What follows belongs to an exercise in optimizing a design on an open flow for small area, a short achievable clock period and few clock cycles; a production flow would make more cautious choices. At most, simulation tests tie the RTL to the original design; equivalence was not proved. No functional check of the RTL was part of run 1. Power and IR drop assume default switching activity.

==> flow/design.v <==
module h1_crc8 (
    input  wire [31:0] x,
    output wire [31:0] y
);
    assign y[0] = ^(x & 32'h04D101DF);
    assign y[1] = ^(x & 32'h09A203BE);
    assign y[2] = ^(x & 32'h1344077D);
    assign y[3] = ^(x & 32'h26880EFA);
    assign y[4] = ^(x & 32'h4D101DF4);
    assign y[5] = ^(x & 32'h9A203BE9);
    assign y[6] = ^(x & 32'h3091760D);
    assign y[7] = ^(x & 32'h6122EC1A);
    assign y[8] = ^(x & 32'hC245D835);
    assign y[9] = ^(x & 32'h805AB1B5);
    assign y[10] = ^(x & 32'h046462B5);
    assign y[11] = ^(x & 32'h08C8C56A);
    assign y[12] = ^(x & 32'h11918AD4);
    assign y[13] = ^(x & 32'h232315A9);
    assign y[14] = ^(x & 32'h46462B53);
    assign y[15] = ^(x & 32'h8C8C56A6);
    assign y[16] = ^(x & 32'h1DC9AC92);
    assign y[17] = ^(x & 32'h3B935924);
    assign y[18] = ^(x & 32'h7726B249);
    assign y[19] = ^(x & 32'hEE4D6493);
    assign y[20] = ^(x & 32'hD84BC8F9);
    assign y[21] = ^(x & 32'hB446902D);
    assign y[22] = ^(x & 32'h6C5C2184);
    assign y[23] = ^(x & 32'hD8B84309);
    assign y[24] = ^(x & 32'hB5A187CC);
    assign y[25] = ^(x & 32'h6F920E46);
    assign y[26] = ^(x & 32'hDF241C8C);
    assign y[27] = ^(x & 32'hBA9938C7);
    assign y[28] = ^(x & 32'h71E37051);
    assign y[29] = ^(x & 32'hE3C6E0A3);
    assign y[30] = ^(x & 32'hC35CC098);
    assign y[31] = ^(x & 32'h826880EF);
endmodule
module h1_parser (
    input  wire        clk,
    input  wire        rst,
    input  wire        cmd_valid,
    output wire        cmd_ready,
    input  wire [15:0] cmd_len,
    input  wire [31:0] cmd_seed,
    input  wire [2:0]  cmd_crc_len,
    input  wire        din_valid,
    output wire        din_ready,
    input  wire [31:0] din_data,
    output wire        rsp_valid,
    input  wire        rsp_ready,
    output wire [2:0]  rsp_status,
    output wire [2:0]  rsp_kind,
    output wire [31:0] rsp_w0,
    output wire [31:0] rsp_w1,
    output wire [31:0] rsp_w2,
    output wire [31:0] rsp_w3,
    output wire [15:0] rsp_h,
    output wire [7:0]  rsp_b0,
    output wire [7:0]  rsp_b1
);
    localparam [2:0] ST_OK = 3'd0, ST_UNKNOWN = 3'd1, ST_TRUNCATED = 3'd2,
                     ST_CRC = 3'd3, ST_TRAILING = 3'd4, ST_MALFORMED = 3'd5;
    localparam [2:0] K_SREQ = 3'd0, K_SREP = 3'd1, K_PING = 3'd2, K_OOO = 3'd3,
                     K_ACK = 3'd4, K_DATA = 3'd5, K_FRAG = 3'd6, K_MULTI = 3'd7;
    localparam [1:0] M_PFX = 2'd0, M_OPC = 2'd1, M_L4 = 2'd2, M_L4B = 2'd3;
    reg         hv;          
    reg  [31:0] H;           
    reg  [23:0] Q;           
    reg         sv;          
    reg  [31:0] S;           
    reg         active;      
    reg         endst;       
    reg         zl;          
    reg  [13:0] bl;          
    reg         lastb;       
    reg  [5:0]  bi;          
    reg         f_lt2, f_lt18, f_lt22, f_ltm, f_lt4c, f_gt2, f_gt22, f_gt4c;
    reg  [2:0]  cl;          
    reg  [1:0]  pp;          
    reg  [1:0]  uu;          
    reg         tonly;       
    reg         applied;     
    reg         need_q;      
    reg  [31:0] r;           
    reg         rv;
    reg         fin;         
    reg  [2:0]  o_status, o_kind_q;
    reg  [2:0]  kind;
    reg  [2:0]  st_early;    
    reg         crc_bad;
    reg  [2:0]  st_body;     
    reg  [31:0] w0, w1, w2, w3;
    reg  [15:0] hh;
    reg  [7:0]  bb0, bb1;
    reg         wen;
    reg  [1:0]  wm;
    reg  [17:0] y;           
    reg  [2:0]  kk;          
    reg  [16:0] lsq;         
    reg         armed;       
    reg  [4:0]  zs;          
    function [18:0] addc(input [17:0] a, input [17:0] b, input ci);
        reg [17:0] g, p, gk, pk;
        integer d, i;
        begin
            g = a & b;
            p = a ^ b;
            gk = g;
            pk = p;
            for (d = 1; d < 18; d = d * 2)
                for (i = 17; i >= d; i = i - 1) begin
                    gk[i] = gk[i] | (pk[i] & gk[i - d]);
                    pk[i] = pk[i] & pk[i - d];
                end
            addc[0] = p[0] ^ ci;
            for (i = 1; i < 18; i = i + 1)
                addc[i] = p[i] ^ (gk[i - 1] | (pk[i - 1] & ci));
            addc[18] = gk[17] | (pk[17] & ci);
        end
    endfunction
    function [3:0] classify(input [15:0] op);    
        case (op)
            16'h0001: classify = {1'b1, K_SREQ};
            16'h0002: classify = {1'b1, K_SREP};
            16'h0006: classify = {1'b1, K_PING};
            16'h0011: classify = {1'b1, K_OOO};
            16'h0015: classify = {1'b1, K_ACK};
            16'h0009: classify = {1'b1, K_DATA};
            16'h000D: classify = {1'b1, K_FRAG};
            16'h0003: classify = {1'b1, K_MULTI};
            default:  classify = {1'b0, 3'd0};
        endcase
    endfunction
    function [4:0] min_len(input [2:0] k);
        case (k)
            K_SREQ:  min_len = 5'd18;
            K_SREP:  min_len = 5'd22;
            K_PING:  min_len = 5'd2;
            K_MULTI: min_len = 5'd2;
            default: min_len = 5'd4;
        endcase
    endfunction
    function bearing(input [2:0] k);
        bearing = (k == K_OOO) || (k == K_ACK) || (k == K_DATA) || (k == K_FRAG) || (k == K_MULTI);
    endfunction
    wire freeze = rv && !rsp_ready;
    wire fb     = active && !endst && hv;      
    wire fbw    = fb && !freeze;
    wire [7:0] wb [0:6];
    assign wb[0] = Q[7:0];   assign wb[1] = Q[15:8];  assign wb[2] = Q[23:16];
    assign wb[3] = H[7:0];   assign wb[4] = H[15:8];  assign wb[5] = H[23:16];
    assign wb[6] = H[31:24];
    wire [3:0]  o_cls   = classify({H[7:0], H[15:8]});
    wire [2:0]  o_kind  = o_cls[2:0];
    wire        o_bear  = bearing(o_kind);
    wire        o_multi = (H[15:0] == 16'h0300);
    wire [2:0]  o_n     = o_bear ? cl : 3'd0;
    reg         o_short;     
    always @(*) begin
        case (o_kind)
            K_SREQ:  o_short = f_lt18;
            K_SREP:  o_short = f_lt22;
            K_PING:  o_short = 1'b0;
            K_MULTI: o_short = f_ltm;
            default: o_short = f_lt4c;
        endcase
    end
    wire [2:0]  o_early = f_lt2     ? ST_TRUNCATED :
                          !o_cls[3] ? ST_UNKNOWN :
                          o_short   ? ST_TRUNCATED : ST_OK;
    wire        o_trail = ((o_kind == K_SREP) && f_gt22) ||
                          ((o_kind == K_PING) && f_gt2) ||
                          (((o_kind == K_OOO) || (o_kind == K_ACK)) && f_gt4c);
    wire        is_sreq0 = (o_kind == K_SREQ) && o_cls[3];
    wire        need_now = bi[0] ? (cl != 3'd0) : need_q;
    wire [31:0] t4;
    h1_crc8 u_t4 (.x(r), .y(t4));
    reg  [31:0] chunk;
    always @(*) begin
        case (pp)
            2'd0: chunk = {wb[6], wb[5], wb[4], wb[3]};
            2'd1: chunk = {wb[5], wb[4], wb[3], wb[2]};
            2'd2: chunk = {wb[4], wb[3], wb[2], wb[1]};
            default: chunk = {wb[3], wb[2], wb[1], wb[0]};
        endcase
    end
    wire [31:0] crc_res = ~t4;
    reg  [7:0]  tb0, tb1, tb2, tb3;
    always @(*) begin
        case (uu)
            2'd0: begin tb0 = wb[3]; tb1 = wb[2]; tb2 = wb[1]; tb3 = wb[0]; end
            2'd1: begin tb0 = wb[4]; tb1 = wb[3]; tb2 = wb[2]; tb3 = wb[1]; end
            2'd2: begin tb0 = wb[5]; tb1 = wb[4]; tb2 = wb[3]; tb3 = wb[2]; end
            default: begin tb0 = wb[6]; tb1 = wb[5]; tb2 = wb[4]; tb3 = wb[3]; end
        endcase
    end
    wire crc_mis = ((tb0 != crc_res[7:0])   && (cl > 3'd0)) ||
                   ((tb1 != crc_res[15:8])  && (cl > 3'd1)) ||
                   ((tb2 != crc_res[23:16]) && (cl > 3'd2)) ||
                   ((tb3 != crc_res[31:24]) && (cl > 3'd3));
    wire crc_beat  = !(lastb && tonly);
    wire apply     = fbw && crc_beat && !applied;
    wire crc_stall = lastb && !tonly && need_now && !applied;
    wire        at_j   = (y[17:2] == {2'b00, bl});
    wire        y_lo0  = (y[17:3] == 15'd0);
    wire        dd0    = y_lo0 && (y[2:0] == kk);                      
    wire        won    = wen && (st_body == ST_OK) && !((wm == M_PFX) && dd0);
    wire        wstep  = won && !freeze && at_j && (endst ? (y[1:0] != 2'b00) : fb);
    reg  [7:0]  s0, s1, s2;
    always @(*) begin
        case (y[1:0])
            2'd3:    begin s0 = wb[0]; s1 = wb[1]; s2 = wb[2]; end
            2'd2:    begin s0 = wb[1]; s1 = wb[2]; s2 = wb[3]; end
            2'd1:    begin s0 = wb[2]; s1 = wb[3]; s2 = wb[4]; end
            default: begin s0 = wb[3]; s1 = wb[4]; s2 = wb[5]; end
        endcase
    end
    wire        s0_ff   = &s0;
    wire        l16_ff  = &{s1, s2};
    wire [3:0]  kk2     = {1'b0, kk} + 4'd2;
    wire [3:0]  kk7     = {1'b0, kk} + 4'd7;
    wire        d_le2   = (y[17:4] == 14'd0) && (y[3:0] <= kk2);
    wire        d_lt7   = (y[17:4] == 14'd0) && (y[3:0] < kk7);
    wire        m_pfx  = (wm == M_PFX);
    wire        k_dir  = m_pfx && !d_le2 && !s0_ff;           
    wire        k_long = m_pfx && !d_le2 && s0_ff && l16_ff;
    wire        k_3    = (m_pfx && !d_le2 && s0_ff && !(l16_ff && d_lt7)) || (wm == M_L4);
    wire        k_opc  = (wm == M_OPC);
    wire        ent    = k_dir || k_opc;
    wire [2:0]  w_err  = (m_pfx && d_le2) ? (s0_ff ? ST_MALFORMED : ST_TRUNCATED) :
                         (k_long && d_lt7) ? ST_MALFORMED : ST_OK;
    wire [1:0]  wm_n   = k_dir ? M_PFX :
                         (m_pfx && !l16_ff) ? M_OPC :
                         m_pfx ? M_L4 :
                         (wm == M_L4) ? M_L4B :
                         (wm == M_L4B) ? M_OPC : M_PFX;
    wire        k_pb   = m_pfx && !s0_ff;
    wire [15:0] tsel   = (m_pfx || (wm == M_L4)) ? 16'd2 : k_opc ? lsq[15:0] : 16'd0;
    wire        tci    = !k_opc;
    wire [18:0] y_subb  = addc(y, {2'b11, ~tsel}, !tci);
    wire [18:0] y_lo    = addc({10'd0, y[7:0]}, {10'd0, ~s0}, 1'b0);
    wire [18:0] y_hdec  = addc({8'd0, y[17:8]}, 18'h3FFFF, 1'b0);
    wire [17:0] y_suba  = {y_lo[8] ? y[17:8] : y_hdec[9:0], y_lo[7:0]};
    wire [17:0] y_sub   = k_pb ? y_suba : y_subb[17:0];
    wire [15:0] ent_op = k_opc ? {s0, s1} : {s1, s2};
    wire [16:0] ent_ls = k_opc ? lsq : {9'd0, s0};
    wire [18:0] s0k    = addc({10'd0, s0}, {15'd0, kk}, 1'b0);
    wire [18:0] s0_cmp = addc({9'd0, s0k[8:0]}, {9'd0, ~y[8:0]}, 1'b1);     
    wire [18:0] lsk    = addc({2'b00, lsq[15:0]}, {15'd0, kk}, 1'b0);
    wire [18:0] ls_cmp = addc({1'b0, lsk[16:0]}, ~y, 1'b0);                 
    wire        e_over = k_opc ? (lsq[16] || ls_cmp[18]) : ((y[17:9] == 9'd0) && s0_cmp[9]);
    reg         pe_v;
    reg  [3:0]  pe_cls;      
    reg         pe_short;    
    reg         pe_lt4, pe_lt18, pe_lt22, pe_gt2, pe_gt4, pe_gt22;
    reg  [4:0]  pe_zs;       
    wire [3:0]  e_cls   = pe_cls;
    wire [2:0]  e_kind  = e_cls[2:0];
    wire        e_short = pe_short;
    reg         e_lt;
    always @(*) begin
        case (e_kind)
            K_SREQ:  e_lt = pe_lt18;
            K_SREP:  e_lt = pe_lt22;
            K_PING:  e_lt = 1'b0;
            K_MULTI: e_lt = 1'b0;
            default: e_lt = pe_lt4;
        endcase
    end
    wire        e_trail = ((e_kind == K_SREP) && pe_gt22) ||
                          ((e_kind == K_PING) && pe_gt2) ||
                          (((e_kind == K_OOO) || (e_kind == K_ACK)) && pe_gt4);
    wire [2:0]  e_err   = e_short            ? ST_TRUNCATED :
                          !e_cls[3]          ? ST_UNKNOWN :
                          (e_kind == K_MULTI) ? ST_MALFORMED :
                          e_lt               ? ST_TRUNCATED :
                          e_trail            ? ST_TRAILING : ST_OK;
    wire        e_sreq  = pe_v && (e_err == ST_OK) && (e_kind == K_SREQ);
    wire        w_stall = won && fb && at_j && (
                   (m_pfx          && (y[1:0] == 2'd3) && ((wb[0] == 8'd2) || (wb[0] == 8'hFF))) ||
                   ((wm == M_L4)   && (y[1:0] == 2'd3)) ||
                   ((wm == M_L4B)  && (y[1:0] != 2'd0)) ||
                   (k_opc          && (lsq[16:2] == 15'd0) && (lsq[1:0] <= y[1:0])));
    wire [18:0] bl_dec = addc({4'd0, bl}, 18'h3FFFF, 1'b0);
    wire        z_end  = (y[17:2] == {2'b00, bl_dec[13:0]});
    wire [1:0]  z_lane = ~y[1:0];
    wire [3:0]  zb;
    assign zb[0] = (H[7:0] == 8'd0);
    assign zb[1] = (H[15:8] == 8'd0);
    assign zb[2] = (H[23:16] == 8'd0);
    assign zb[3] = (H[31:24] == 8'd0);
    reg        z_trail, z_endok;
    integer k;
    always @(*) begin
        z_trail = 1'b0;
        z_endok = 1'b0;
        for (k = 0; k < 4; k = k + 1) begin
            if (zb[k] && (zs <= k) && (!z_end || (z_lane > k)))
                z_trail = 1'b1;
            if (zb[k] && (zs <= k) && (z_lane == k))
                z_endok = 1'b1;
        end
    end
    wire [2:0] z_err = !armed ? ST_OK :
                       z_trail ? ST_TRAILING :
                       (z_end && !z_endok) ? ST_TRUNCATED : ST_OK;
    wire adv     = fb && !w_stall && !crc_stall && !freeze;
    wire w_busy  = won || (bi[0] && o_multi);
    wire comp_a  = adv && lastb && !w_busy;
    wire comp_b  = active && endst && !freeze && !(won && at_j && (y[1:0] != 2'b00));
    wire completing = comp_a || comp_b;
    assign cmd_ready = !active;
    assign din_ready = !sv;
    wire   cmd_take  = cmd_valid && !active;
    wire   din_fire  = din_valid && !sv;
    wire [1:0] c_p = cmd_crc_len[1:0] - cmd_len[1:0];
    reg  [31:0] r_init;
    always @(*) begin
        case (c_p)
            2'd0: r_init = 32'hFFFFFFFF ^ cmd_seed;
            2'd1: r_init = 32'hF0958FD9 ^ {cmd_seed[23:0], 8'd0};
            2'd2: r_init = 32'h9A1C9D90 ^ {cmd_seed[15:0], 16'd0};
            default: r_init = 32'hA32E2681 ^ {cmd_seed[7:0], 24'd0};
        endcase
    end
    wire [18:0] c_bl  = addc({4'd0, cmd_len[15:2]}, 18'd0, cmd_len[1:0] != 2'd0);
    wire [1:0]  c_pad = 2'd0 - cmd_len[1:0];
    wire c_tonly = ((cmd_len[1:0] != 2'd0) && ({1'b0, cmd_len[1:0]} <= cmd_crc_len)) ||
                   ((cmd_len[1:0] == 2'd0) && (cmd_crc_len == 3'd4));
    wire [18:0] e_m4   = addc({2'b00, bl_dec[13:0], 2'b00}, {15'h7FFF, ~kk}, 1'b1);                     
    wire [18:0] l_m19  = addc({2'b00, bl_dec[13:0], 2'b00}, {13'h1FFF, ~({3'd0, ~uu} + 5'd15)}, 1'b1);   
    wire [18:0] cnt_inc = addc({2'b00, w0[15:0]}, 18'd0, 1'b1);
    wire [2:0] status = (st_early != ST_OK) ? st_early : crc_bad ? ST_CRC : st_body;
    wire       ok     = (st_early == ST_OK) && !crc_bad && (st_body == ST_OK);
    wire       g_w0   = ok && (kind != K_PING) && (kind != K_OOO) && (kind != K_ACK);
    wire       g_w    = ok && ((kind == K_SREQ) || (kind == K_SREP));
    wire       g_h    = ok && (kind != K_PING) && (kind != K_MULTI);
    wire       g_b    = ok && (kind == K_SREP);
    assign rsp_valid  = rv;
    assign rsp_status = o_status;
    assign rsp_kind   = o_kind_q;
    assign rsp_w0     = w0;
    assign rsp_w1     = w1;
    assign rsp_w2     = w2;
    assign rsp_w3     = w3;
    assign rsp_h      = hh;
    assign rsp_b0     = bb0;
    assign rsp_b1     = bb1;
    wire [15:0] lanes01 = {H[7:0], H[15:8]};
    wire [15:0] lanes23 = {H[23:16], H[31:24]};
    wire        k_srep  = (kind == K_SREP);
    wire        k_sreq  = (kind == K_SREQ);
    always @(posedge clk) begin
        if (rst) begin
            hv      <= 1'b0;
            sv      <= 1'b0;
            pe_v    <= 1'b0;
            fin     <= 1'b0;
            active  <= 1'b0;
            endst   <= 1'b0;
            rv      <= 1'b0;
            wen     <= 1'b0;
            armed   <= 1'b0;
            applied <= 1'b0;
        end else begin
            if (adv) begin
                hv <= sv || din_fire;
                sv <= 1'b0;
            end else if (din_fire) begin
                hv <= 1'b1;
                sv <= hv;
            end
            pe_v <= wstep && ent;
            fin <= completing;
            if (fin)                   rv <= 1'b1;
            else if (rv && rsp_ready)  rv <= 1'b0;
            if (cmd_take) begin
                active  <= 1'b1;
                endst   <= (cmd_len == 16'd0);
                wen     <= 1'b0;
                armed   <= 1'b0;
                applied <= 1'b0;
            end else begin
                if (completing) active <= 1'b0;
                if (adv && lastb) endst <= 1'b1;
                if (adv) applied <= 1'b0;
                else if (apply) applied <= 1'b1;
                if (fbw && bi[0]) begin
                    wen   <= o_multi && (o_early == ST_OK);
                    armed <= is_sreq0;
                end else begin
                    if (e_sreq) armed <= 1'b1;
                    else if (fbw && armed && (z_end || z_err != ST_OK)) armed <= 1'b0;
                end
            end
        end
    end
    always @(posedge clk) begin
        if (adv ? !sv : !hv) H <= din_data;
        else if (adv)        H <= S;
        if (!adv && hv && !sv) S <= din_data;
        if (cmd_take) begin
            Q     <= cmd_seed[31:8];
            r     <= r_init;
            f_lt2  <= (cmd_len < 16'd2);
            f_lt18 <= (cmd_len < 16'd18);
            f_lt22 <= (cmd_len < 16'd22);
            f_gt2  <= (cmd_len > 16'd2);
            f_gt22 <= (cmd_len > 16'd22);
            f_ltm  <= (cmd_len[15:3] == 13'd0) && ({1'b0, cmd_len[2:0]} < {1'b0, cmd_crc_len} + 4'd2);
            f_lt4c <= (cmd_len[15:4] == 12'd0) && ({1'b0, cmd_len[3:0]} < {2'b00, cmd_crc_len} + 5'd4);
            f_gt4c <= (cmd_len[15:4] != 12'd0) || ({1'b0, cmd_len[3:0]} > {2'b00, cmd_crc_len} + 5'd4);
            cl    <= cmd_crc_len;
            pp    <= c_p;
            uu    <= cmd_len[1:0] - 2'd1;
            tonly <= c_tonly;
            bl    <= c_bl[13:0];
            kk    <= {1'b0, c_pad} + cmd_crc_len;
            lastb <= (cmd_len[15:2] == 14'd0) || (cmd_len == 16'd4);
            bi    <= 6'b000001;
            zl    <= (cmd_len == 16'd0);
        end else begin
            if (adv) begin
                Q     <= H[31:8];
                bl    <= bl_dec[13:0];
                lastb <= (bl == 14'd2);
                bi    <= {bi[4:0], 1'b0};
            end
            if (apply) r <= t4 ^ chunk;
            if (fbw && bi[0])
                y <= o_multi ? {2'b00, bl_dec[13:0], 2'b10} : {16'd0, ~uu};
            else if (wstep)
                y <= y_sub;
        end
        if (comp_b && zl) begin
            st_early <= ST_TRUNCATED;
            kind     <= 3'd0;
        end
        if (fbw && bi[0]) begin
            kind     <= o_kind;
            st_early <= o_early;
            need_q   <= o_bear && (cl != 3'd0);
            w0[31:16] <= ((o_kind == K_SREQ) || (o_kind == K_SREP)) ? lanes23 : 16'd0;
            w0[15:0]  <= ((o_kind == K_DATA) || (o_kind == K_FRAG)) ? e_m4[15:0] : 16'd0;
            hh        <= (o_kind == K_SREQ) ? l_m19[15:0] : lanes23;
            wm        <= M_PFX;
        end
        if (fbw && bi[0])
            st_body <= o_trail ? ST_TRAILING : ST_OK;
        else if (st_body == ST_OK) begin
            if (pe_v && e_err != ST_OK)
                st_body <= e_err;
            else if (wstep && w_err != ST_OK)
                st_body <= w_err;
            else if (fbw && z_err != ST_OK)
                st_body <= z_err;
        end
        if (fbw && lastb)
            crc_bad <= (bi[0] ? (o_bear && (cl != 3'd0)) : need_q) && crc_mis;
        if (fbw) begin
            if (bi[1]) begin
                if (k_sreq || k_srep) w0[15:0] <= lanes01;
                w1[31:16] <= lanes23;
            end
            if (bi[2]) begin
                w1[15:0]  <= lanes01;
                bb0       <= H[23:16];
                bb1       <= H[31:24];
            end
            if (bi[2] || (bi[3] && k_srep)) w2[31:16] <= lanes23;
            if (bi[3] && k_srep)            hh        <= lanes01;
            if ((bi[3] && !k_srep) || (bi[4] && k_srep)) w2[15:0] <= lanes01;
            if ((bi[3] && !k_srep) || (bi[4] && k_srep)) w3[31:16] <= lanes23;
            if ((bi[4] && !k_srep) || (bi[5] && k_srep)) w3[15:0] <= lanes01;
        end
        if (fin) begin
            o_status <= status;
            o_kind_q <= ok ? kind : 3'd0;
            if (!g_w0) w0 <= 32'd0;
            if (!g_w) begin
                w1 <= 32'd0;
                w2 <= 32'd0;
                w3 <= 32'd0;
            end
            if (!g_h) hh <= 16'd0;
            if (!g_b) begin
                bb0 <= 8'd0;
                bb1 <= 8'd0;
            end
        end
        if (wstep) begin
            wm <= wm_n;
            if (ent)
                w0[15:0] <= cnt_inc[15:0];
            if (m_pfx && !l16_ff)
                lsq <= {1'b0, s1, s2};
            if (wm == M_L4)
                lsq <= {(s0 != 8'd0) || (s1 != 8'd0), s2, 8'd0};
            if (wm == M_L4B)
                lsq[7:0] <= s0;
        end
        if (wstep) begin
            pe_cls   <= classify(ent_op);
            pe_short <= e_over || (ent_ls[15:0] < 16'd2);
            pe_lt4   <= (ent_ls[15:0] < 16'd4);
            pe_lt18  <= (ent_ls[15:0] < 16'd18);
            pe_lt22  <= (ent_ls[15:0] < 16'd22);
            pe_gt2   <= (ent_ls[15:0] > 16'd2);
            pe_gt4   <= (ent_ls[15:0] > 16'd4);
            pe_gt22  <= (ent_ls[15:0] > 16'd22);
            pe_zs   <= (k_opc ? 5'd18 : 5'd19) - {3'd0, y[1:0]} - (adv ? 5'd4 : 5'd0);
        end
        if (e_sreq)
            zs <= pe_zs - (adv ? 5'd4 : 5'd0);
        else if (adv && bi[0])
            zs <= 5'd14;
        else if (adv)
            zs <= (zs >= 5'd4) ? zs - 5'd4 : 5'd0;
    end
endmodule
==> flow/run.sh <==
#!/bin/bash
# synth_recipe.tcl (not shown) runs the flow's synth.tcl, then flattens the netlist and writes it again
# the make line also repeats each setting of config.mk as NAME=value (left out here)
make -C /OpenROAD-flow-scripts/flow DESIGN_CONFIG=/design/flow/config.mk WORK_HOME=/design/flow/orfs CLKGATE_MAP_FILE= SYNTH_SCRIPT=/design/flow/synth_recipe.tcl finish
==> flow/config.mk <==
export PLATFORM = sky130hd
export DESIGN_NAME = h1_parser
export DESIGN_NICKNAME = h1_parser
export VERILOG_FILES = /design/flow/design.v
export SDC_FILE = /design/flow/constraint.sdc
export NUM_CORES = 4
export LEC_CHECK = 0
export CAP_MARGIN = 20
export CORE_MARGIN = 2
export CORE_UTILIZATION = 40
export PLACE_DENSITY = 0.6
export SETUP_SLACK_MARGIN = 2.5
export SLEW_MARGIN = 20
==> flow/constraint.sdc <==
create_clock -name core_clock -period 5.5 [get_ports {clk}]
set_input_delay 1.1000 -clock core_clock [delete_from_list [all_inputs] [get_ports {clk}]]
set_output_delay 1.1000 -clock core_clock [all_outputs]
set_load 0.01 [all_outputs]
==> qor_table.md, run 1 <==
| Step | Result | Reported |
| --- | --- | --- |
| grt | First-pass GRT wire length | 166 mm |
| clock network | Clock tree from TritonCTS | done |
| clock network | CTS Buf Count | 48 |
| setup path | Most used cell along the critical path | o21a_1 |
| power | Share of total power consumed by net switching | 0.465 |
| die | Area of the core region | 67200 um2 |
| logic synthesis | Number of enable flip-flop cells after synthesis | 228 |
| cells and area | Register area | 10500 um2 |
| logic synthesis | Async SR Flop Fraction | 0 |
| timing | Number of pins with negative max-slew slack in the final report | 0 |
| logic synthesis | Number of warnings printed during yosys synthesis | 1 |
| power | Total power per unit cell area | 745 nW/um2 |
| cells and area | Share of cells above drive strength 1 | 0.235 |
| routing | Pre-Repair DR Iteration Count | 9 |
| cells and area | Area occupied by multi-input gates | 17400 um2 |
| setup path | Cell-by-cell trace of the critical path | mux4_2 -> ha_4 -> fa_1 -> ha_1 -> o21a_1 -> o21a_1 -> o21a_1 -> o21a_1 -> o21a_1 -> o21a_1 -> o21ai_2 -> a21oi_2 -> a221oi_2 -> o21ai_1 |
| logic synthesis | Cell Area, Synth | 27100 um2 |
| grt | Grt ovf | 0 |
| cells and area | Area growth from synthesis to layout | 35.4% |
| clock network | Worst skew pair latency | 0.62 ns |
| setup path | Delay contributed by the slowest stage of the critical path | 0.60 ns |
| setup path | Req. time, crit path | 5.85 ns |
| timing | Actual transition at the worst max-transition pin | 1.11 ns |
| setup path | End of the worst register-to-register path | pe_short |
| timing | Final number of hold-violating endpoints | 0 |
| die | Die outline width | 264 um |
| clock network | Buffer cell driving the clock tree root | clkbuf_16 |
| placement | Dpl hpwl | 78.9 mm |
| timing | Normalized max-slew margin | 0.262 |
| power | Overall Power | 27.4 mW |
| die | Die height | 264 um |
| cells and area | Commonest cells after routing, fill and taps aside | 410 x nand2_1, 273 x buf_4, 249 x clkdlybuf4s50_1 |
| die | Row cnt | 95 |
| timing | Maximum clock frequency | 260 MHz |
| power | Gate power share | 0.720 |
| die | Area of the die | 69900 um2 |
| setup path | Cell with the biggest individual delay on the critical path | mux4_2 |
| power | P_sw | 12.7 mW |
| timing | Final sum of negative setup slack | 0 ns |
| cells and area | Number of filler cells placed in the layout | 5855 |
| clock network | CTS H-Tree Depth | 2 |
| clock network | Largest buffer count on any clock path | 3 |
| grt | Total track usage | 0.317 |
| cells and area | Number of nets in the layout | 3567 |
| logic synthesis | Cell variety after synth | 89 |
| worst hold path | Class of the worst hold path | reg2reg |
| timing | Time the worst path needs with I/O delays and setup | 3.85 ns |
| setup path | Kind of cell with the highest combined delay on the critical path | compound AO/OA/AOI/OAI gates |
| routing | Total length of routed wires | 115 mm |
| setup path | Startpoint Class | register |
| grt | Pin count of the biggest net entering global routing | 97 |
| setup path | R2r setup slk | 1.65 ns |
| logic synthesis | Post-Syn Area per Cell | 9.27 um2 |
| logic synthesis | Synth Register Bits | 408 |
| routing | Post-detailed-route via-to-cell ratio | 6.03 |
| die | Starting Density | 0.404 |
| timing | Final cycle utilization of the critical path | 0.699 |
| timing | Max Clock Skew | 0.0258 ns |
| logic synthesis | Syn nets | 3125 |
| cells and area | Most frequent standard cell in the layout excluding fill and tap cells | nand2_1 |
| flow run | Count of maximum capacitance violations | 0 |
| power | Leakage power summed over all cells | 13.8 nW |
| setup path | Crit Path Class | reg2reg |
| power | Peak supply drop | 0.00136 V |
| grt | Antenna violations before repair | 10 |
| routing | Number of antenna-violating nets in the routed design | 0 |
| setup path | Destination of the critical timing path | pe_short |
| routing | Number of DRC violations after detailed-routing iteration 0 | 3370 |
| timing | Setup-failing EPs final | 0 |
| power | Int Pwr | 14.6 mW |
| setup path | Data arrival time at the worst-slack endpoint | 4.19 ns |
| setup path | Critical Path Source | Q[8] |
| grt | Via count of the first global-routing pass | 25.5k |
| routing | Via count | 25.9k |
| placement | Number of I/O port buffers | 256 |
| setup path | Category of the worst setup path capture point | register |
| setup path | Number of buffer and inverter stages on the critical path | 0 |
| status | Result of the run | complete, no violations |
| setup path | Worst-case reg-to-reg path depth | 14 |
| clock network | Clock slew at reported path FFs | 0.06 ns |
| logic synthesis | Primary flip-flop cell chosen by synthesis mapping | edfxtp_1 |
| die | Boundary Pins | 257 |
| routing | Routed wirelength normalized by instance count | 26.8 um |
| power | Clk pwr share | 0.121 |
| logic synthesis | Mapped Cells | 2928 |
| clock network | Total number of clock tree sinks | 408 |
| timing | Unrepaired setup endpoints after global routing | true |
| placement | Global placement routability congestion | 0.980 |
| setup path | WP depth | 14 |
| logic synthesis | Sequential share of the synthesized area | 0.385 |
| setup path | R2r startpoint | Q[8] |
| routing | DR DRC count | 0 |
| setup path | Critical path peak fanout | 6 |
| power | Part of the total power dissipated in sequential elements | 0.160 |
[cells by family (layout without fill, tap and decap cells)]
family | after synthesis | count (layout) | share of synthesized area
and+or+nand+nor | 903 | 905 | 0.150
AOI/OAI and AO/OA | 628 | 628 | 0.148
xor gates and xnor gates | 428 | 428 | 0.144
DFF | 408 | 408 | 0.385
buffers and inverters | 304 | 783 | 0.0432
muxes | 147 | 147 | 0.0772
adders and majority gates | 110 | 110 | 0.0523
other | 0 | 6 | 0
[routing by layer]
layer,track usage,up-vias,share of wire
met4,0.191,8,0.071
met2,0.515,1387,0.46
li1,-,11400,-
met3,0.0600,436,0.089
met5,0,-,0.00049
met1,0.391,12700,0.38
[registers in the layout, indices dropped and copies added, names as in the netlist, 5 cells and up, named ones only]
signal and cells:
H 32, S 32, r 32, w0 32
w1 32, w2 32, w3 32, Q 24
y 18, lsq 17, hh 16, bl 14
bb0 8, bb1 8, bi 6, pe_zs 5
zs 5
[power by group through the flow]
stage	Combinational, mW	Sequential [mW]	Clock [mW]
2_1_floorplan	10.3	4.29	0
3_3_place_gp	14.9	4.74	0
3_5_place_dp	14.8	4.73	0
4_1_cts	18.6	4.37	3.33
5_1_grt	20.3	4.39	3.45
6_report	19.7	4.37	3.30
[worst min-delay path by stage]
stage / startpoint / end / slack, ns / cells after the start
5_1_grt: w1[17] / w1[17] / 0.47 / 2
2_1_floorplan: bi[5] / bi[5] / 0.46 / 2
3_5_place_dp: w3[25] / w3[25] / 0.45 / 2
4_1_cts: w3[25] / w3[25] / 0.45 / 2
6_report: w1[21] / w1[21] / 0.45 / 2
3_3_place_gp: w2[27] / w2[27] / 0.44 / 2
[final cells by class]
| type | count | area share |
|---|---|---|
| Clock inverter | 23 | 0.00657 |
| Timing Repair inverter | 4 | 0.000851 |
| Antenna cell | 6 | 0.000409 |
| Timing Repair Buffer | 594 | 0.156 |
| Multi-Input combinational cell | 2218 | 0.473 |
| Sequential cell | 408 | 0.284 |
| Inverter | 96 | 0.0115 |
| Clock buffer | 66 | 0.0373 |
| Tap cell | 873 | 0.0297 |
[cells in the mapped netlist (11+ instances only)]
library cell  instances  area (um2)
o22ai_1              41         257
nand4_1              19         119
dfxtp_1             180        3600
a222oi_1             36         360
mux4_2               45        1010
nand3_1              43         215
nand2_1             419        1570
ha_1                103        1290
nor2b_1              14        87.6
a21oi_1             259        1300
xnor2_1             307        2690
clkbuf_1            174         653
and3_1               23         144
o21ai_0              94         470
edfxtp_1            228        6850
nor3_1               56         280
a21o_1               26         195
a221oi_1             11        96.3
or3_1                13        81.3
a211oi_1             20         150
buf_1                22        82.6
and2_1               14        87.6
mux2_2               47         529
inv_1                94         353
o2111ai_1            11        96.3
nor4_1               30         188
nor2_1              202         758
nand2b_1             20         125
mux2i_1              54         541
or4_1                12        90.1
o21a_1               16         120
xor2_1              110         963
[worst register-to-register path, delay by kind of cell, from the launching register on]
kind                     cells  cell delay, ns
AO/OA/AOI/OAI               10            1.48
adder cells (fa/ha/maj)      3            0.93
multiplexers                 1            0.61
flip-flops                   1            0.57
[timing repair]
action	in CTS	in global routing
cloned	13	3
resized for setup	270	101
buffers inserted	200	49
pin swaps	85	70
hold endpoints to repair	0	0
endpoints found under the setup margin	395	362
hold buffers	0	0
[through the flow]
step	utilization	hold slack, ns	cell area (um2)	std cells	setup WS [ns]
final	0.547	0.454	36700	4288	1.65
after global routing	0.547	0.472	36700	4287	1.53
after CTS	0.534	0.454	35800	4230	1.73
after detailed placement	0.461	0.446	31000	3928	1.15
after global placement	0.460	0.444	30900	3927	1.18
after floorplan	-	0.460	27600	2928	1.66
==> inputs of run 2 (changes only) <==
--- a/flow/design.v
+++ b/flow/design.v
@@ -238,17 +238,15 @@
     wire [15:0] tsel   = (m_pfx || (wm == M_L4)) ? 16'd2 : k_opc ? lsq[15:0] : 16'd0;
     wire        tci    = !k_opc;
     wire [18:0] y_subb  = addc(y, {2'b11, ~tsel}, !tci);
-    wire [18:0] y_lo    = addc({10'd0, y[7:0]}, {10'd0, ~s0}, 1'b0);
-    wire [18:0] y_hdec  = addc({8'd0, y[17:8]}, 18'h3FFFF, 1'b0);
-    wire [17:0] y_suba  = {y_lo[8] ? y[17:8] : y_hdec[9:0], y_lo[7:0]};
+    wire [17:0] y_suba;
+    h1_ysub8 u_ysub (.y(y), .s(s0), .r(y_suba));
     wire [17:0] y_sub   = k_pb ? y_suba : y_subb[17:0];
     wire [15:0] ent_op = k_opc ? {s0, s1} : {s1, s2};
     wire [16:0] ent_ls = k_opc ? lsq : {9'd0, s0};
-    wire [18:0] s0k    = addc({10'd0, s0}, {15'd0, kk}, 1'b0);
-    wire [18:0] s0_cmp = addc({9'd0, s0k[8:0]}, {9'd0, ~y[8:0]}, 1'b1);     
-    wire [18:0] lsk    = addc({2'b00, lsq[15:0]}, {15'd0, kk}, 1'b0);
-    wire [18:0] ls_cmp = addc({1'b0, lsk[16:0]}, ~y, 1'b0);                 
-    wire        e_over = k_opc ? (lsq[16] || ls_cmp[18]) : ((y[17:9] == 9'd0) && s0_cmp[9]);
+    wire        ov_s, ov_l;
+    h1_ovf8  u_ovs (.s(s0), .k(kk), .y(y), .over(ov_s));
+    h1_ovf16 u_ovl (.l(lsq), .k(kk), .y(y), .over(ov_l));
+    wire        e_over = k_opc ? ov_l : ov_s;
     reg         pe_v;
     reg  [3:0]  pe_cls;      
     reg         pe_short;    
@@ -518,3 +516,26 @@
             zs <= (zs >= 5'd4) ? zs - 5'd4 : 5'd0;
     end
 endmodule
+module h1_ovf8 (
+    input  wire [7:0]  s,
+    input  wire [2:0]  k,
+    input  wire [17:0] y,
+    output wire        over
+);
+    assign over = ({10'd0, s} + {15'd0, k}) >= y;
+endmodule
+module h1_ovf16 (
+    input  wire [16:0] l,
+    input  wire [2:0]  k,
+    input  wire [17:0] y,
+    output wire        over
+);
+    assign over = l[16] || (({2'b00, l[15:0]} + {15'd0, k}) > y);
+endmodule
+module h1_ysub8 (
+    input  wire [17:0] y,
+    input  wire [7:0]  s,
+    output wire [17:0] r
+);
+    assign r = y - {10'd0, s} - 18'd1;
+endmodule
--- a/flow/config.mk
+++ b/flow/config.mk
@@ -11,3 +11,5 @@
 export PLACE_DENSITY = 0.6
 export SETUP_SLACK_MARGIN = 2.5
 export SLEW_MARGIN = 20
+export SYNTH_HIERARCHICAL = 1
+export SYNTH_MINIMUM_KEEP_SIZE = 0
==> run 2 against run 1 <==
Still clean on timing, DRC and antenna. Highest routed layer unchanged. Power rose by 2.7%. Critical path depth is 3 higher. Hold slack improved by 0.00066 ns. First-iteration DRC count is 2.4% higher. Global-route usage rose by 0.66 points. Design area grew 6.4%. Synthesized cell count grew 3.2%. Sequential power grew 3%. Maximum frequency up 8.5%.
==> qor_table.md, run 2 <==
| Step | Result | Reported |
| --- | --- | --- |
| cells and area | Number of filler cells placed in the layout | 5955 |
| routing | DR DRC count | 0 |
| placement | Global placement routability congestion | 0.942 |
| routing | Via count | 27.3k |
| flow run | Count of maximum capacitance violations | 0 |
| cells and area | Share of cells above drive strength 1 | 0.264 |
| logic synthesis | Primary flip-flop cell chosen by synthesis mapping | edfxtp_1 |
| power | Gate power share | 0.721 |
| setup path | Cell with the biggest individual delay on the critical path | edfxtp_1 |
| cells and area | Area occupied by multi-input gates | 19000 um2 |
| power | Leakage power summed over all cells | 15.0 nW |
| routing | Post-detailed-route via-to-cell ratio | 6.07 |
| die | Die height | 269 um |
| power | Share of total power consumed by net switching | 0.453 |
| cells and area | Post-Route Utilization | 0.561 |
| logic synthesis | Post-Syn Area per Cell | 9.28 um2 |
| grt | Total track usage | 0.323 |
| timing | Final number of hold-violating endpoints | 0 |
| routing | Pre-Repair DR Iteration Count | 13 |
| logic synthesis | Share of synthesized cell area in and, or, nand and nor gates | 0.158 |
| setup path | Critical path peak fanout | 5 |
| logic synthesis | Sequential share of the synthesized area | 0.373 |
| timing | Final cycle utilization of the critical path | 0.645 |
| grt | First-pass GRT wire length | 173 mm |
| clock network | Total number of clock tree sinks | 408 |
| timing | Unrepaired setup endpoints after global routing | true |
| clock network | Clock slew at reported path FFs | 0.07 ns |
| power | Part of the total power dissipated in sequential elements | 0.160 |
| logic synthesis | Most frequent cells after synthesis | 467 x nand2_1, 273 x xnor2_1, 261 x a21oi_1, 228 x edfxtp_1, 180 x dfxtp_1 |
| routing | Total length of routed wires | 122 mm |
| setup path | Delay contributed by the slowest stage of the critical path | 0.47 ns |
| logic synthesis | Cell variety after synth | 106 |
| setup path | Kind of cell with the highest combined delay on the critical path | adder cells |
| placement | Number of I/O port buffers | 256 |
| cells and area | Area growth from synthesis to layout | 39.4% |
| clock network | Hold-fix buffer count after cts | 0 |
| placement | Dpl hpwl | 81.2 mm |
| logic synthesis | Compound-Gate Fraction of Synth Area | 0.150 |
| timing | Time the worst path needs with I/O delays and setup | 3.55 ns |
| logic synthesis | Top area cells in the synthesized netlist | edfxtp_1 24%, dfxtp_1 13%, xnor2_1 8.5% |
| timing | Max Clock Skew | 0.0251 ns |
| setup path | Number of buffer and inverter stages on the critical path | 3 |
| logic synthesis | Cell Area, Synth | 28000 um2 |
| clock network | CTS Buf Count | 47 |
| setup path | Category of the worst setup path capture point | register |
| cells and area | Commonest cells after routing, fill and taps aside | 450 x nand2_1, 308 x buf_4, 248 x clkdlybuf4s50_1 |
| logic synthesis | Share of the synthesized netlist area taken by xor and xnor gates | 0.147 |
| die | Boundary Pins | 257 |
| cells and area | Most frequent standard cell in the layout excluding fill and tap cells | nand2_1 |
| clock network | CTS H-Tree Depth | 2 |
| grt | Via count of the first global-routing pass | 26.3k |
| timing | Maximum clock frequency | 282 MHz |
| die | Area of the die | 72200 um2 |
| logic synthesis | Mapped Cells | 3022 |
| power | Clk pwr share | 0.119 |
| setup path | Cell-by-cell trace of the critical path | buf_12 -> mux2i_2 -> mux2i_4 -> ha_2 -> inv_2 -> fa_2 -> inv_2 -> a21o_1 -> nand4_1 -> xnor2_1 -> ha_2 -> nor3_2 -> nor2_1 -> o2111ai_2 -> a21oi_2 -> nor2_1 -> o2bb2ai_1 |
| setup path | Data arrival time at the worst-slack endpoint | 3.91 ns |
| logic synthesis | Area share of the largest cell type after synthesis | 0.244 |
| logic synthesis | Largest area contributor in the netlist | edfxtp_1 |
| setup path | Crit Path Class | reg2reg |
| logic synthesis | Adder-cell share of the synthesized area | 0.0502 |
| grt | Pin count of the biggest net entering global routing | 97 |
| power | Total power per unit cell area | 720 nW/um2 |
| logic synthesis | Syn nets | 3219 |
| cells and area | Number of nets in the layout | 3720 |
| power | P_sw | 12.8 mW |
| clock network | Worst skew pair latency | 0.61 ns |
| clock network | Clock tree from TritonCTS | done |
| logic synthesis | Post-synthesis mux area share | 0.0729 |
| logic synthesis | Combinational family with the most area after synthesis | simple AND/OR/NAND/NOR gates |
| die | Starting Density | 0.403 |
| die | Row cnt | 97 |
| grt | Grt ovf | 0 |
| status | Result of the run | complete, no violations |
| logic synthesis | Number of warnings printed during yosys synthesis | 7 |
| power | Peak supply drop | 0.000861 V |
| timing | Final sum of negative setup slack | 0 ns |
| logic synthesis | Async SR Flop Fraction | 0 |
| logic synthesis | Top-count cell post-synth | nand2_1 |
| clock network | Buffer cell driving the clock tree root | clkbuf_16 |
| grt | Antenna violations before repair | 7 |
| timing | Setup-failing EPs final | 0 |
| worst hold path | Class of the worst hold path | reg2reg |
| timing | Actual transition at the worst max-transition pin | 1.03 ns |
| clock network | Largest buffer count on any clock path | 3 |
| routing | Routed wirelength normalized by instance count | 27.1 um |
| cells and area | Register area | 10500 um2 |
| logic synthesis | Number of enable flip-flop cells after synthesis | 228 |
| setup path | Startpoint Class | register |
| power | Int Pwr | 15.4 mW |
| routing | Number of antenna-violating nets in the routed design | 0 |
| power | Overall Power | 28.1 mW |
| die | Die outline width | 269 um |
| timing | Normalized max-slew margin | 0.311 |
| die | Area of the core region | 69700 um2 |
| logic synthesis | Synth Register Bits | 408 |
| routing | Number of DRC violations after detailed-routing iteration 0 | 3452 |
| timing | Number of pins with negative max-slew slack in the final report | 0 |
| setup path | Req. time, crit path | 5.86 ns |
run 2: changes by cell type after synthesis, sizes merged, moves of 17 or more:
cell / previous run / this run
nor2: 202 / 165
o211ai: 5 / 26
nand2: 419 / 467
buf: 33 / 63
xnor2: 307 / 276
nand4: 19 / 36
inv: 94 / 120
clkbuf: 175 / 150
run 2: power groups by stage:
stage / registers (mW) / logic [mW] / clock network, mW
after detailed placement: 4.76 / 14.8 / 0
final: 4.51 / 20.3 / 3.34
after floorplan: 4.28 / 10.5 / 0
after global routing: 4.53 / 20.9 / 3.47
after CTS: 4.53 / 18.1 / 3.35
after global placement: 4.77 / 14.9 / 0
run 2: cell type report:
class,count,area share
inverters,123,0.0140
clock buffers,61,0.0338
flip-flops and latches,408,0.267
multi-input cells,2290,0.485
well taps,940,0.0301
diodes,1,0.0000640
clock inverters,27,0.00778
repair buffers,650,0.161
repair inverters,3,0.000672
run 2: metal layers:
layer	global-route usage	part of all wire
met5	0	0.0010
met4	0.165	0.062
met3	0.0680	0.10
met2	0.510	0.45
met1	0.419	0.38
run 2: cell families after synthesis:
| kind of cell | Yosys count |
|---|---|
| multiplexers | 148 |
| adder cells (fa/ha/maj) | 109 |
| flip-flops | 408 |
| AND/OR/NAND/NOR | 946 |
| XOR/XNOR | 423 |
| AO/OA/AOI/OAI | 652 |
| buffers and inverters | 336 |
run 2: worst min-delay path, delay by kind of cell (launching register included):
| family | cells | cell delay, ns |
|---|---|---|
| compound gates | 1 | 0.05 |
| simple gates | 1 | 0.05 |
| flops | 1 | 0.31 |
run 2: modules after synthesis (local to each module, per instance):
module / copies in the design / cells / flip-flops and latches / area, um2
h1_parser: 1 / 2537 / 408 / 24000
h1_crc8: 1 / 243 / 0 / 2290
h1_ovf16: 1 / 103 / 0 / 795
h1_ysub8: 1 / 78 / 0 / 547
h1_ovf8: 1 / 61 / 0 / 457
run 2: final timing paths:
| path | from | to | slack (ns) | cells past startpoint |
|---|---|---|---|---|
| worst max-delay path | y[0] | pe_short | 1.95 | 17 |
| worst max register to register | y[0] | pe_short | 1.95 | 17 |
| worst min register to register | w2[16] | w2[16] | 0.45 | 2 |
| worst min-delay path | w2[16] | w2[16] | 0.45 | 2 |
run 2: repair_timing:
item                       CTS  global route
setup endpoints to repair  467           323
buffers inserted           216            95
resized for setup          356           162
cloned                      23             7
pin swaps                  132            94
run 2: metrics by stage:
step                      instances  setup slack [ns]  instance area [um2]  hold WS, ns
after global placement         4072             0.957                31900        0.441
after global routing           4503              1.82                39100        0.469
after CTS                      4400              1.91                37400        0.456
after detailed placement       4073             0.887                31900        0.447
final                          4503              1.95                39100        0.455
after floorplan                3022              2.07                28800        0.436
Testbench counts of run 2, summed over its fixed seeds: cycles 59,858.
==> inputs of run 3 (changes only) <==
--- a/flow/config.mk
+++ b/flow/config.mk
@@ -9,7 +9,7 @@
 export CORE_MARGIN = 2
 export CORE_UTILIZATION = 40
 export PLACE_DENSITY = 0.6
-export SETUP_SLACK_MARGIN = 2.5
+export SETUP_SLACK_MARGIN = 1.5
 export SLEW_MARGIN = 20
 export SYNTH_HIERARCHICAL = 1
 export SYNTH_MINIMUM_KEEP_SIZE = 0
==> run 3 against run 2 <==
Sequential power rose by 4.7%. Utilization fell by 8.3 points. Register-to-register slack got worse by 0.27 ns. First-iteration DRC count fell by 2.7%. Design area fell by 15%. Via count fell by 8.4%. Synthesized cell count did not move. Count of clock-buffer cells in the layout rose by 7. Final cell count fell by 7.0%. Global-route usage fell by 2.4 points. Hold slack got worse by 0.0012 ns. Area after synthesis did not move. Critical path type unchanged.
==> qor_table.md, run 3 <==
| Step | Result | Reported |
| --- | --- | --- |
| status | Result of the run | complete, no violations |
| power | Clk pwr share | 0.137 |
| timing | Number of pins with negative max-slew slack in the final report | 0 |
| clock network | Hold-fix buffer count after cts | 0 |
| cells and area | Count of non-filler cells in the finished layout | 4186 |
| cells and area | Area growth from synthesis to layout | 18.6% |
| logic synthesis | Largest area contributor in the netlist | edfxtp_1 |
| flow run | Count of maximum capacitance violations | 0 |
| power | P_sw | 11.0 mW |
| power | Part of the total power dissipated in sequential elements | 0.204 |
| setup path | Req. time, crit path | 5.85 ns |
| routing | Number of antenna-violating nets in the routed design | 0 |
| routing | DR DRC count | 0 |
| cells and area | Most frequent standard cell in the layout excluding fill and tap cells | nand2_1 |
| logic synthesis | Number of enable flip-flop cells after synthesis | 228 |
| cells and area | Post-Route Utilization | 0.477 |
| power | Share of total power consumed by net switching | 0.474 |
| logic synthesis | Post-Syn Area per Cell | 9.28 um2 |
| die | Boundary Pins | 257 |
| timing | Time the worst path needs with I/O delays and setup | 3.82 ns |
| cells and area | Share of cells above drive strength 1 | 0.0983 |
| setup path | Most used cell along the critical path | ha_1 |
| clock network | Worst skew pair latency | 0.61 ns |
| setup path | Category of the worst setup path capture point | register |
| clock network | CTS H-Tree Depth | 2 |
| logic synthesis | Primary flip-flop cell chosen by synthesis mapping | edfxtp_1 |
| timing | Final cycle utilization of the critical path | 0.694 |
| setup path | Cell with the biggest individual delay on the critical path | edfxtp_1 |
| die | Area of the core region | 69700 um2 |
| logic synthesis | Mapped Cells | 3022 |
| routing | Post-detailed-route via-to-cell ratio | 5.98 |
| power | Peak supply drop | 0.000800 V |
| die | Area of the die | 72200 um2 |
| clock network | Clock slew at reported path FFs | 0.07 ns |
| timing | Maximum clock frequency | 262 MHz |
| logic synthesis | Async SR Flop Fraction | 0 |
| timing | Actual transition at the worst max-transition pin | 1.14 ns |
| routing | Number of DRC violations after detailed-routing iteration 0 | 3360 |
| power | Total power per unit cell area | 696 nW/um2 |
| cells and area | Number of filler cells placed in the layout | 6597 |
| setup path | R2r setup slk | 1.68 ns |
| clock network | Clock tree from TritonCTS | done |
| logic synthesis | Syn nets | 3219 |
| logic synthesis | Cell Area, Synth | 28000 um2 |
| logic synthesis | Sequential share of the synthesized area | 0.373 |
| grt | First-pass GRT wire length | 160 mm |
| clock network | Buffer cell driving the clock tree root | clkbuf_16 |
| clock network | CTS Buf Count | 46 |
| logic synthesis | Area share of the largest cell type after synthesis | 0.244 |
| grt | Antenna violations before repair | 3 |
| timing | Final sum of negative setup slack | 0 ns |
| grt | Grt ovf | 0 |
| die | Die height | 269 um |
| logic synthesis | Number of warnings printed during yosys synthesis | 7 |
| timing | Max Clock Skew | 0.0143 ns |
| routing | Routed wirelength normalized by instance count | 26.4 um |
| setup path | Data arrival time at the worst-slack endpoint | 4.17 ns |
| setup path | Critical path peak fanout | 14 |
| setup path | Cell-by-cell trace of the critical path | xor2_1 -> nor4_1 -> nand4_1 -> or3_4 -> o21ai_4 -> inv_2 -> ha_1 -> ha_1 -> xnor2_1 -> o21ai_0 |
| cells and area | Area occupied by multi-input gates | 16300 um2 |
| timing | Setup-failing EPs final | 0 |
| grt | Total track usage | 0.299 |
| routing | Via count | 25.0k |
| placement | Global placement routability congestion | 0.955 |
| logic synthesis | Most frequent cells after synthesis | 467 x nand2_1, 273 x xnor2_1, 261 x a21oi_1, 228 x edfxtp_1, 180 x dfxtp_1 |
| cells and area | Number of nets in the layout | 3403 |
| timing | Normalized max-slew margin | 0.237 |
| timing | Unrepaired setup endpoints after global routing | false |
| clock network | Total number of clock tree sinks | 408 |
| die | Row cnt | 97 |
| setup path | Crit Path Class | reg2reg |
| placement | Dpl hpwl | 81.7 mm |
| logic synthesis | Cell variety after synth | 106 |
| routing | Total length of routed wires | 111 mm |
| cells and area | Register area | 10500 um2 |
| logic synthesis | Top-count cell post-synth | nand2_1 |
| cells and area | Commonest cells after routing, fill and taps aside | 464 x nand2_1, 272 x xnor2_1, 260 x a21oi_1 |
| timing | Final number of hold-violating endpoints | 0 |
| power | Int Pwr | 12.2 mW |
| die | Starting Density | 0.403 |
| placement | Number of placed instances, taps included | 4090 |
| clock network | Largest buffer count on any clock path | 3 |
| routing | Pre-Repair DR Iteration Count | 13 |
| setup path | Startpoint Class | register |
| logic synthesis | Synth Register Bits | 408 |
| logic synthesis | Top area cells in the synthesized netlist | edfxtp_1 24%, dfxtp_1 13%, xnor2_1 8.5% |
| grt | Pin count of the biggest net entering global routing | 97 |
| grt | Via count of the first global-routing pass | 23.8k |
| placement | Number of I/O port buffers | 256 |
| power | Leakage power summed over all cells | 12.2 nW |
| die | Die outline width | 269 um |
| setup path | Delay contributed by the slowest stage of the critical path | 0.60 ns |
| worst hold path | Class of the worst hold path | reg2reg |
| power | Gate power share | 0.659 |
[run 3: power groups by stage]
stage	Clock [mW]	Sequential [mW]	Combinational [mW]
floorplan	0	4.28	10.4
global placement	0	4.77	14.7
detailed placement	0	4.76	14.7
CTS	3.21	4.70	14.8
global route	3.32	4.75	15.9
finish	3.18	4.72	15.3
[run 3: layer usage]
| metal | global-route usage | vias up | share of wire |
|---|---|---|---|
| met5 | 0 | - | 0.00012 |
| met4 | 0.114 | 2 | 0.042 |
| met3 | 0.0678 | 283 | 0.10 |
| met2 | 0.466 | 1358 | 0.45 |
| met1 | 0.405 | 12200 | 0.41 |
| li1 | - | 11200 | - |
[run 3: area by class of cell]
cell class / instances / share of cell area
Sequential cell: 408 / 0.314
Tap cell: 940 / 0.0354
Clock inverter: 18 / 0.00545
Antenna cell: 2 / 0.000150
Inverter: 123 / 0.0140
Timing Repair Buffer: 349 / 0.0988
Multi-Input combinational cell: 2278 / 0.491
Clock buffer: 68 / 0.0406
[run 3: kinds of logic after synthesis]
family | count (synthesis) | synth area share
simple gates | 946 | 0.158
compound gates | 652 | 0.150
xor+xnor | 423 | 0.147
flops | 408 | 0.373
buf+inv | 336 | 0.0491
mux | 148 | 0.0729
fa+ha+maj | 109 | 0.0502
[run 3: worst max-delay path: cells and delay by family (launching register included)]
kind,cells,cell delay (ns)
AO/OA/AOI/OAI,2,0.57
XOR/XNOR,2,0.41
adder cells (fa/ha/maj),2,0.46
buffers and inverters,1,0.27
flip-flops,1,0.60
AND/OR/NAND/NOR,3,1.25
[run 3: path summary, 6_finish.rpt]
path,cells after the start,from,to
worst max-delay path,10,y[13],zs[4]
worst min register to register,2,w2[31],w2[31]
worst min-delay path,2,w2[31],w2[31]
worst max register to register,10,y[13],zs[4]
[run 3: modules after synthesis, one instance, submodules excluded]
module     cell area (um2)  flops+latches  copies in the design  cells
h1_crc8               2290              0                     1    243
h1_ovf8                457              0                     1     61
h1_ysub8               547              0                     1     78
h1_parser            24000            408                     1   2537
h1_ovf16               795              0                     1    103
[run 3: per-stage QoR]
stage                     power, mW  hold slack [ns]  cell area (um2)  setup WS (ns)
after floorplan                14.7            0.436            28100           1.48
after detailed placement       19.5            0.445            31500           1.19
after global routing           23.9            0.467            33300           1.50
after global placement         19.5            0.441            31500           1.28
after CTS                      22.8            0.454            33100           1.54
final                          23.1            0.453            33300           1.68
[run 3: repair_timing]
action | CTS | global route
buffers inserted | 1 | 6
pin swaps | 1 | 7
setup endpoints to repair | 31 | 29
gates resized for setup | 5 | 21
endpoints found under the hold margin | 0 | 0
==> inputs of run 4 (changes only) <==
--- a/flow/config.mk
+++ b/flow/config.mk
@@ -9,7 +9,7 @@
 export CORE_MARGIN = 2
 export CORE_UTILIZATION = 40
 export PLACE_DENSITY = 0.6
-export SETUP_SLACK_MARGIN = 1.5
+export SETUP_SLACK_MARGIN = 2.0
 export SLEW_MARGIN = 20
 export SYNTH_HIERARCHICAL = 1
 export SYNTH_MINIMUM_KEEP_SIZE = 0
==> run 4 against run 3 <==
Sequential power barely moved. Die area did not move. Register-to-register slack improved by 0.21 ns. Count of clock-buffer cells in the layout fell by 2. Design area rose by 2.8%. Wire length rose by 2.1%. Non-clock buffer count rose by 42. Critical path depth rose by 7. Combinational power rose by 3%. Largest power group unchanged.
==> qor_table.md, run 4 <==
| Step | Result | Reported |
| --- | --- | --- |
| timing | Number of pins with negative max-slew slack in the final report | 0 |
| routing | Post-detailed-route via-to-cell ratio | 6.00 |
| routing | Number of antenna-violating nets in the routed design | 0 |
| cells and area | Number of filler cells placed in the layout | 6466 |
| setup path | Data arrival time at the worst-slack endpoint | 3.97 ns |
| logic synthesis | Post-Syn Area per Cell | 9.28 um2 |
| power | Total power per unit cell area | 692 nW/um2 |
| logic synthesis | Syn nets | 3219 |
| placement | Number of I/O port buffers | 256 |
| routing | Pre-Repair DR Iteration Count | 10 |
| grt | Antenna violations before repair | 2 |
| timing | Maximum clock frequency | 277 MHz |
| grt | First-pass GRT wire length | 162 mm |
| setup path | Delay contributed by the slowest stage of the critical path | 0.46 ns |
| cells and area | Area occupied by multi-input gates | 16800 um2 |
| logic synthesis | Number of warnings printed during yosys synthesis | 7 |
| cells and area | Register area | 10500 um2 |
| placement | Placed Instance Area | 31500 um2 |
| die | Row cnt | 97 |
| logic synthesis | Mapped Cells | 3022 |
| status | Result of the run | complete, no violations |
| setup path | Cell with the biggest individual delay on the critical path | edfxtp_1 |
| setup path | Crit Path Class | reg2reg |
| logic synthesis | Area share of the largest cell type after synthesis | 0.244 |
| power | Share of total power consumed by net switching | 0.475 |
| setup path | Cell-by-cell trace of the critical path | buf_12 -> mux2i_1 -> mux2i_4 -> ha_2 -> inv_1 -> fa_2 -> inv_1 -> a21o_1 -> nand4_1 -> xnor2_1 -> ha_1 -> a21oi_1 -> nor2b_1 -> a2111oi_4 -> a21oi_2 -> nor2_1 -> o2bb2ai_1 |
| cells and area | Area growth from synthesis to layout | 22.0% |
| timing | Max Clock Skew | 0.0207 ns |
| power | Peak supply drop | 0.000869 V |
| timing | Unrepaired setup endpoints after global routing | true |
| routing | Number of DRC violations after detailed-routing iteration 0 | 3071 |
| flow run | Count of maximum capacitance violations | 0 |
| logic synthesis | Sequential share of the synthesized area | 0.373 |
| timing | Setup-failing EPs final | 0 |
| power | Leakage power summed over all cells | 12.6 nW |
| power | Clk pwr share | 0.139 |
| power | Gate power share | 0.662 |
| logic synthesis | Async SR Flop Fraction | 0 |
| logic synthesis | Cell Area, Synth | 28000 um2 |
| logic synthesis | Synth Register Bits | 408 |
| grt | Grt ovf | 0 |
| placement | Dpl hpwl | 81.7 mm |
| clock network | CTS H-Tree Depth | 2 |
| cells and area | Number of nets in the layout | 3450 |
| timing | Final sum of negative setup slack | 0 ns |
| die | Area of the core region | 69700 um2 |
| setup path | Most used cell along the critical path | inv_1 |
| clock network | Clock slew at reported path FFs | 0.07 ns |
| setup path | Req. time, crit path | 5.86 ns |
| power | Part of the total power dissipated in sequential elements | 0.199 |
| power | P_sw | 11.3 mW |
| setup path | Critical path peak fanout | 21 |
| clock network | Buffer cell driving the clock tree root | clkbuf_16 |
| worst hold path | Class of the worst hold path | reg2reg |
| logic synthesis | Most frequent cells after synthesis | 467 x nand2_1, 273 x xnor2_1, 261 x a21oi_1, 228 x edfxtp_1, 180 x dfxtp_1 |
| timing | Actual transition at the worst max-transition pin | 1.03 ns |
| cells and area | Share of cells above drive strength 1 | 0.133 |
| setup path | Category of the worst setup path capture point | register |
| routing | DR DRC count | 0 |
| grt | Pin count of the biggest net entering global routing | 97 |
| routing | Via count | 25.4k |
| clock network | CTS Buf Count | 47 |
| routing | Total length of routed wires | 113 mm |
| grt | Met2 capacity usage during global routing | 0.473 |
| grt | Routing usage on met1 | 0.405 |
| setup path | Startpoint Class | register |
| grt | Layer carrying the most global-route usage | met2 |
| logic synthesis | Primary flip-flop cell chosen by synthesis mapping | edfxtp_1 |
| timing | Final cycle utilization of the critical path | 0.656 |
| logic synthesis | Top area cells in the synthesized netlist | edfxtp_1 24%, dfxtp_1 13%, xnor2_1 8.5% |
| cells and area | Final non-filler cell area | 34200 um2 |
| die | Boundary Pins | 257 |
| power | Int Pwr | 12.4 mW |
| timing | Normalized max-slew margin | 0.314 |
| grt | Met3 Resource Use GR | 0.0605 |
| grt | Via count of the first global-routing pass | 24.6k |
| logic synthesis | Top-count cell post-synth | nand2_1 |
| clock network | Largest buffer count on any clock path | 3 |
| cells and area | Commonest cells after routing, fill and taps aside | 459 x nand2_1, 262 x xnor2_1, 254 x clkdlybuf4s50_1 |
| die | Area of the die | 72200 um2 |
| die | Die outline width | 269 um |
| clock network | Clock tree from TritonCTS | done |
| logic synthesis | Number of enable flip-flop cells after synthesis | 228 |
| timing | Final number of hold-violating endpoints | 0 |
| grt | Total track usage | 0.303 |
| placement | Number of placed instances, taps included | 4082 |
| logic synthesis | Largest area contributor in the netlist | edfxtp_1 |
| die | Die height | 269 um |
| placement | Global placement routability congestion | 0.925 |
| clock network | Worst skew pair latency | 0.61 ns |
| timing | Time the worst path needs with I/O delays and setup | 3.61 ns |
| cells and area | Most frequent standard cell in the layout excluding fill and tap cells | nand2_1 |
| routing | Routed wirelength normalized by instance count | 26.7 um |
| logic synthesis | Cell variety after synth | 106 |
| die | Starting Density | 0.403 |
| clock network | Total number of clock tree sinks | 408 |
| cells and area | Count of non-filler cells in the finished layout | 4231 |
[run 4: cell counts after synthesis]
No cell type changed its count.
[run 4: power groups by stage]
stage	sequential, mW	combinational, mW	clock, mW
6_report	4.71	15.7	3.30
5_1_grt	4.74	16.3	3.41
4_1_cts	4.68	15.2	3.31
3_5_place_dp	4.76	14.8	0
3_3_place_gp	4.78	15.0	0
2_1_floorplan	4.28	10.4	0
[run 4: path summary, 6_finish.rpt]
check              from       end  slack (ns)  depth (start not counted)
setup / recovery   y[0]  pe_short        1.89                         17
hold / removal    bi[5]     bi[5]        0.45                          2
setup reg to reg   y[0]  pe_short        1.89                         17
hold reg to reg   bi[5]     bi[5]        0.45                          2
[run 4: cell type report]
type / instances / share of cell area
flip-flops and latches: 408 / 0.305
inverters: 123 / 0.0144
repair inverters: 1 / 0.000219
clock inverters: 20 / 0.00578
well taps: 940 / 0.0344
repair buffers: 391 / 0.107
diodes: 1 / 0.0000731
clock buffers: 66 / 0.0408
multi-input cells: 2281 / 0.492
[run 4: cell families (layout without fill, tap and decap cells)]
family / after synthesis / in the layout / synth area share
simple gates: 946 / 948 / 0.158
compound gates: 652 / 653 / 0.150
xor+xnor: 423 / 423 / 0.147
flops: 408 / 408 / 0.373
buf+inv: 336 / 601 / 0.0491
mux: 148 / 148 / 0.0729
fa+ha+maj: 109 / 109 / 0.0502
other cells: 0 / 1 / 0
[run 4: critical path: cells and delay by family, from the launching register on]
family          cells  cell delay, ns
compound gates      5            0.77
flops               1            0.46
buf+inv             3            0.33
xor+xnor            1            0.17
mux                 2            0.46
simple gates        3            0.34
fa+ha+maj           3            0.81
[run 4: through the flow]
stage               hold slack [ns]  worst slack, ns  total power [mW]  utilization
floorplan                     0.436             2.00              14.7            -
global placement              0.441             1.15              19.7        0.453
detailed placement            0.446             1.11              19.6        0.453
CTS                           0.455             1.77              23.2        0.482
global route                  0.474             1.78              24.4        0.491
finish                        0.454             1.89              23.7        0.491
[run 4: layer usage]
metal  vias up  part of all wire
li1      11300                 -
met1     12300              0.40
met2      1429              0.45
met3       335             0.097
met4         4             0.051
met5         -           0.00022
[run 4: modules after synthesis (local to each module, per instance)]
module	copies in the design	area (um2)	cells inside
h1_parser	1	24000	2537
h1_crc8	1	2290	243
h1_ovf16	1	795	103
h1_ysub8	1	547	78
h1_ovf8	1	457	61
[run 4: what timing repair did]
action	CTS	global route
setup buffers	21	36
pin swaps	11	22
cloned	2	3
endpoints found under the setup margin	227	183
resized for setup	58	68
hold buffers	0	0

what the ideal ports hide:
The flow's constraints put no driver on any port. The routed layouts listed below were extracted and timed again, unchanged, in two steps. Step 1, drivers: a clkbuf_16 drives clk and a buf_2 each remaining input, both assumed. Step 2 moves the port delays by t, midway between the first and last clock arrival at a register: inputs arrive t later, outputs are due t later. That takes back most of the time a late clock gives input paths. a / b / c = ideal ports / drivers / drivers and shift; a / b = the first two.
| run | t, ns | slack for setup (ns) | worst setup path at the end | cell pins on the clock port's net |
|---|---|---|---|---|
| run 1 | 0.675 | 1.654 / 1.654 / 1.524 | input to register | 1 |
| run 2 | 0.669 | 1.955 / 1.955 / 1.423 | input to register | 1 |
| run 3 | 0.669 | 1.683 / 1.683 / 1.072 | input to register | 1 |
| run 4 | 0.669 | 1.890 / 1.890 / 1.466 | input to register | 1 |
After both steps every run listed still meets setup and hold. For run 3, which loses most, drivers alone change the setup slack by 0.000 ns; drivers and shift together by -0.611 ns.
